Context: an optimization exercise on an open-source flow, tuned for small area, a short achievable clock period and few clock cycles. The choices shown serve that exercise and are no tape-out recipe. No activity file was given, so power comes from the tool's default toggle rates.

==> module vhil_gateway, before the edit <==
module vhil_gateway (
    input  wire        clk,
    input  wire        rst,             
    input  wire        rx_valid,
    input  wire [7:0]  rx_data,
    input  wire        rx_eos,
    input  wire        rx_err,
    output wire        rx_ready,
    output wire        tx_valid,
    input  wire        tx_ready,
    output wire [7:0]  tx_data,
    output wire        tx_last,
    output wire        ev_valid,
    output wire [2:0]  ev_kind,
    output wire [15:0] ev_voltage_mv,
    output wire [7:0]  ev_temp_c,
    output wire [1:0]  halt_cause
);
    localparam [7:0] SYNC = 8'hAA;
    reg [1:0] halt_q;       
    reg [2:0] cnt;          
    reg       rdy_q;        
    reg [7:0] d1, d2, d3;   
    reg [7:0] acc;          
    reg       pend;         
    reg       tx_valid_q;
    reg [3:0] tx_idx;       
    reg [7:0] tx_data_q;
    reg       tx_last_q;
    reg       ev_valid_q;
    reg [1:0] ev_k;         
    assign rx_ready = rdy_q;
    wire c0 = (cnt == 3'd0);
    wire c1 = (cnt == 3'd1);
    wire c2 = (cnt == 3'd2);
    wire c3 = (cnt == 3'd3);
    wire c4 = (cnt == 3'd4);
    wire rx_fire = rdy_q && (rx_valid || rx_eos || rx_err);
    wire ev_term = rdy_q && (rx_err || rx_eos);
    wire ev_byte = rx_fire && !rx_err && !rx_eos;
    wire is_sync = (rx_data == SYNC);
    function [7:0] add8(input [7:0] a, input [7:0] b);
        reg [7:0] g0, p0, g1, p1, g2, p2, g3;
        integer i;
        begin
            g0 = a & b;
            p0 = a ^ b;
            for (i = 0; i < 8; i = i + 1) begin
                g1[i] = (i >= 1) ? g0[i] | (p0[i] & g0[i-1]) : g0[i];
                p1[i] = (i >= 1) ? p0[i] & p0[i-1] : p0[i];
            end
            for (i = 0; i < 8; i = i + 1) begin
                g2[i] = (i >= 2) ? g1[i] | (p1[i] & g1[i-2]) : g1[i];
                p2[i] = (i >= 2) ? p1[i] & p1[i-2] : p1[i];
            end
            for (i = 0; i < 8; i = i + 1)
                g3[i] = (i >= 4) ? g2[i] | (p2[i] & g2[i-4]) : g2[i];
            add8 = p0 ^ {g3[6:0], 1'b0};
        end
    endfunction
    wire       sum_ok  = (rx_data == acc);
    wire       win_end = ev_byte && c4;
    wire       win_ok  = win_end && sum_ok;
    wire       data_in = ev_byte && (c1 || c2 || c3);    
    wire hot   = d3[7] | d3[6] | (&d3[5:2] & (d3[1] | d3[0]));
    wire lo_hi = ~|d1[7:4] & ~(d1[3] & d1[2]);                
    wire lo_lo = ~|d2[7:5] & ~(d2[4] & d2[3] & d2[2]);         
    wire low_v = lo_hi | ((d1 == 8'h0C) & lo_lo);
    wire [1:0] status = {hot, ~hot & low_v};
    wire       adv     = tx_valid_q && tx_ready;
    wire       tx_done = adv && tx_last_q;
    wire       busy_n  = tx_valid_q && !tx_done;       
    wire       pend_n  = (win_ok || pend) && busy_n;
    wire       txv_n   = win_ok || pend || busy_n;
    wire       last_i  = tx_idx[3] & tx_idx[2];              
    wire [3:0] idx_inc = last_i ? 4'd0 : tx_idx + 4'd1;
    wire [3:0] idx_n   = !tx_valid_q ? 4'd0 : (adv ? idx_inc : tx_idx);
    wire       in_data = !tx_idx[3] & tx_idx[2];              
    wire       data_out = adv && in_data && !(tx_idx[1] & tx_idx[0]);
    wire [7:0] next_byte = in_data ? d1 :
                           {4'd0, tx_idx == 4'd3, 2'd0, tx_idx == 4'd1};
    wire free_n = !pend && !(tx_valid_q && !tx_idx[3]);
    wire rdy_take = c0 ? (!is_sync || free_n) : (c4 ? 1'b1 : free_n);
    wire rdy_keep = c0 ? 1'b1 : free_n;
    wire rdy_n = (halt_q == 2'd0) && !ev_term && (rx_fire ? rdy_take : rdy_keep);
    always @(posedge clk) begin
        if (data_in || data_out) begin
            d1 <= d2;
            d2 <= d3;
            d3 <= data_in ? rx_data : {6'd0, status};
        end
        if (c0)
            acc <= SYNC;
        else if (rdy_q && rx_valid && !c4)
            acc <= add8(acc, rx_data);
        if (!tx_valid_q || tx_ready) begin
            tx_data_q <= next_byte;
            tx_last_q <= (tx_idx == 4'd11);
        end
        tx_idx <= idx_n;
        ev_k   <= {(win_end && !sum_ok) || (ev_term && !rx_err),
                   win_ok || (ev_term && !rx_err)};
        if (rst) begin
            halt_q     <= 2'd0;
            cnt        <= 3'd0;
            rdy_q      <= 1'b1;
            pend       <= 1'b0;
            tx_valid_q <= 1'b0;
            ev_valid_q <= 1'b0;
        end else begin
            if (ev_term) begin
                halt_q <= rx_err ? 2'd2 : 2'd1;
                cnt    <= 3'd0;
            end else if (ev_byte) begin
                if (c0)
                    cnt <= is_sync ? 3'd1 : 3'd0;
                else if (c4)
                    cnt <= 3'd0;
                else
                    cnt <= {c3, c1 | c2, c2};
            end
            rdy_q      <= rdy_n;
            pend       <= pend_n;
            tx_valid_q <= txv_n;
            ev_valid_q <= ev_term || win_end;
        end
    end
    assign tx_valid      = tx_valid_q;
    assign tx_data       = tx_data_q;
    assign tx_last       = tx_last_q;
    assign ev_valid      = ev_valid_q;
    assign ev_kind       = {halt_q[1], ev_k};
    assign ev_voltage_mv = {d1, d2};
    assign ev_temp_c     = d3;
    assign halt_cause    = halt_q;
endmodule
export LEC_CHECK = 0
export ABC_AREA = 1
export CAP_MARGIN = 20
export CORE_AREA = 5 5 105 105
export DIE_AREA = 0 0 110 110
export SETUP_SLACK_MARGIN = 3.0
export SLEW_MARGIN = 20
create_clock -name core_clock -period 5.0 [get_ports {clk}]
standard.sh (not shown) runs the stock make flow with config.mk's settings and CLKGATE_MAP_FILE= SYNTH_SCRIPT=/design/flow/synth_recipe.tcl, a recipe that flattens the netlist after the stock synthesis.
==> flow/flow/run.sh <==
#!/bin/bash
# Standard ORFS layout (the standard.sh), with the port buffers made
# from sky130_fd_sc_hd__buf_1 instead of the default delay buffer.
set -euo pipefail
export BUFFER_PORTS_ARGS="-buffer_cell sky130_fd_sc_hd__buf_1"
bash standard.sh > standard.log 2>&1
Rerun with:
--- a/flow/design.v
+++ b/flow/design.v
@@ -19,12 +19,13 @@
     localparam [7:0] SYNC = 8'hAA;
     reg [1:0] halt_q;       
     reg [2:0] cnt;          
     reg       rdy_q;        
     reg [7:0] d1, d2, d3;   
     reg [7:0] acc;          
+    reg       low_q;        
     reg       pend;         
     reg       tx_valid_q;
     reg [3:0] tx_idx;       
     reg [7:0] tx_data_q;
     reg       tx_last_q;
     reg       ev_valid_q;
@@ -55,43 +56,66 @@
             end
             for (i = 0; i < 8; i = i + 1)
                 g3[i] = (i >= 4) ? g2[i] | (p2[i] & g2[i-4]) : g2[i];
             add8 = p0 ^ {g3[6:0], 1'b0};
         end
     endfunction
-    wire       sum_ok  = (rx_data == acc);
-    wire       win_end = ev_byte && c4;
-    wire       win_ok  = win_end && sum_ok;
-    wire       data_in = ev_byte && (c1 || c2 || c3);    
+    wire       sum_ok = (rx_data == acc);
+    wire win_end = ev_byte && c4;
+    wire win_ok  = win_end && sum_ok;
     wire hot   = d3[7] | d3[6] | (&d3[5:2] & (d3[1] | d3[0]));
     wire lo_hi = ~|d1[7:4] & ~(d1[3] & d1[2]);                
     wire lo_lo = ~|d2[7:5] & ~(d2[4] & d2[3] & d2[2]);         
     wire low_v = lo_hi | ((d1 == 8'h0C) & lo_lo);
-    wire [1:0] status = {hot, ~hot & low_v};
+    wire [1:0] status = {hot, ~hot & low_q};
     wire       adv     = tx_valid_q && tx_ready;
     wire       tx_done = adv && tx_last_q;
     wire       busy_n  = tx_valid_q && !tx_done;       
     wire       pend_n  = (win_ok || pend) && busy_n;
     wire       txv_n   = win_ok || pend || busy_n;
     wire       last_i  = tx_idx[3] & tx_idx[2];              
     wire [3:0] idx_inc = last_i ? 4'd0 : tx_idx + 4'd1;
+    wire [8:4] lt_h = {~tx_idx[3],
+                       ~tx_idx[3] & ~(tx_idx[2] & tx_idx[1] & tx_idx[0]),
+                       ~tx_idx[3] & ~(tx_idx[2] & tx_idx[1]),
+                       ~tx_idx[3] & ~(tx_idx[2] & (tx_idx[1] | tx_idx[0])),
+                       ~tx_idx[3] & ~tx_idx[2]};
     wire [3:0] idx_n   = !tx_valid_q ? 4'd0 : (adv ? idx_inc : tx_idx);
-    wire       in_data = !tx_idx[3] & tx_idx[2];              
-    wire       data_out = adv && in_data && !(tx_idx[1] & tx_idx[0]);
-    wire [7:0] next_byte = in_data ? d1 :
-                           {4'd0, tx_idx == 4'd3, 2'd0, tx_idx == 4'd1};
-    wire free_n = !pend && !(tx_valid_q && !tx_idx[3]);
-    wire rdy_take = c0 ? (!is_sync || free_n) : (c4 ? 1'b1 : free_n);
-    wire rdy_keep = c0 ? 1'b1 : free_n;
+    reg [7:0] next_byte;
+    always @(*) begin
+        case (tx_idx)
+            4'd1:    next_byte = 8'h01;
+            4'd3:    next_byte = 8'h08;
+            4'd4:    next_byte = d1;
+            4'd5:    next_byte = d2;
+            4'd6:    next_byte = d3;
+            4'd7:    next_byte = {6'd0, status};
+            default: next_byte = 8'h00;
+        endcase
+    end
+    wire [4:1] free_n;
+    genvar k;
+    generate
+        for (k = 1; k <= 4; k = k + 1) begin : g_free
+            assign free_n[k] = !pend && !(tx_valid_q && lt_h[k == 3 ? 8 : k + 4]);
+        end
+    endgenerate
+    wire rdy_take = c0 ? (!is_sync || free_n[1]) :
+                    c1 ? free_n[2] :
+                    c2 ? free_n[3] :
+                    c3 ? free_n[4] : 1'b1;
+    wire rdy_keep = c1 ? free_n[1] :
+                    c2 ? free_n[2] :
+                    c3 ? free_n[3] :
+                    c4 ? free_n[4] : 1'b1;
     wire rdy_n = (halt_q == 2'd0) && !ev_term && (rx_fire ? rdy_take : rdy_keep);
     always @(posedge clk) begin
-        if (data_in || data_out) begin
-            d1 <= d2;
-            d2 <= d3;
-            d3 <= data_in ? rx_data : {6'd0, status};
-        end
+        if (rdy_q && c1) d1 <= rx_data;
+        if (rdy_q && c2) d2 <= rx_data;
+        if (rdy_q && c3) d3 <= rx_data;
+        if (rdy_q && c4) low_q <= low_v;
         if (c0)
             acc <= SYNC;
         else if (rdy_q && rx_valid && !c4)
             acc <= add8(acc, rx_data);
         if (!tx_valid_q || tx_ready) begin
             tx_data_q <= next_byte;
Result: The changed run completed with no timing, DRC or antenna violations. Setup slack hardly moves. Worst hold slack gains 0.018 ns. Die area does not change. First-iteration DRC count climbs by 24%. Area after synthesis climbs by 5.6%. Clock skew hardly moves. Power climbs by 32%. Fmax barely changes. Sequential share of layout area drops by 0.95 points. Synthesized cell count climbs by 6.2%. Routed wire length climbs by 12%.
Function was not checked in any run of this note: the RTL went through the layout flow alone.

[re-timing with driven ports]
Ports are ideal in the flow. The routed layouts listed here were re-timed in OpenROAD.
Step 1 (the two cells are an assumption about what drives the block):
set clk [get_ports {clk}]
set_driving_cell -lib_cell sky130_fd_sc_hd__clkbuf_16 $clk
set_driving_cell -lib_cell sky130_fd_sc_hd__buf_2 [delete_from_list [all_inputs] $clk]
Step 2 adds t to the input delays and takes it off the output delays; t is the mean of the earliest and latest rising clock arrival at the registers after step 1. Input paths then give back, and output paths get back, about the clock's delay inside the block.
Three values: ideal, step 1, step 2; two values: the first two.
run	t (ns)	setup slack, ns	slew at the worst register clock pin (ns)	pins driven straight from the clock port
the first run	0.337	3.036 / 3.038 / 2.701	0.11 / 0.11	1
the second run	0.355	3.038 / 3.008 / 2.710	0.07 / 0.07	1
After both steps setup and hold are still met in every run listed. The setup slack of the first run, which loses most, moves by +0.002 ns with the drivers and by -0.335 ns with both steps.
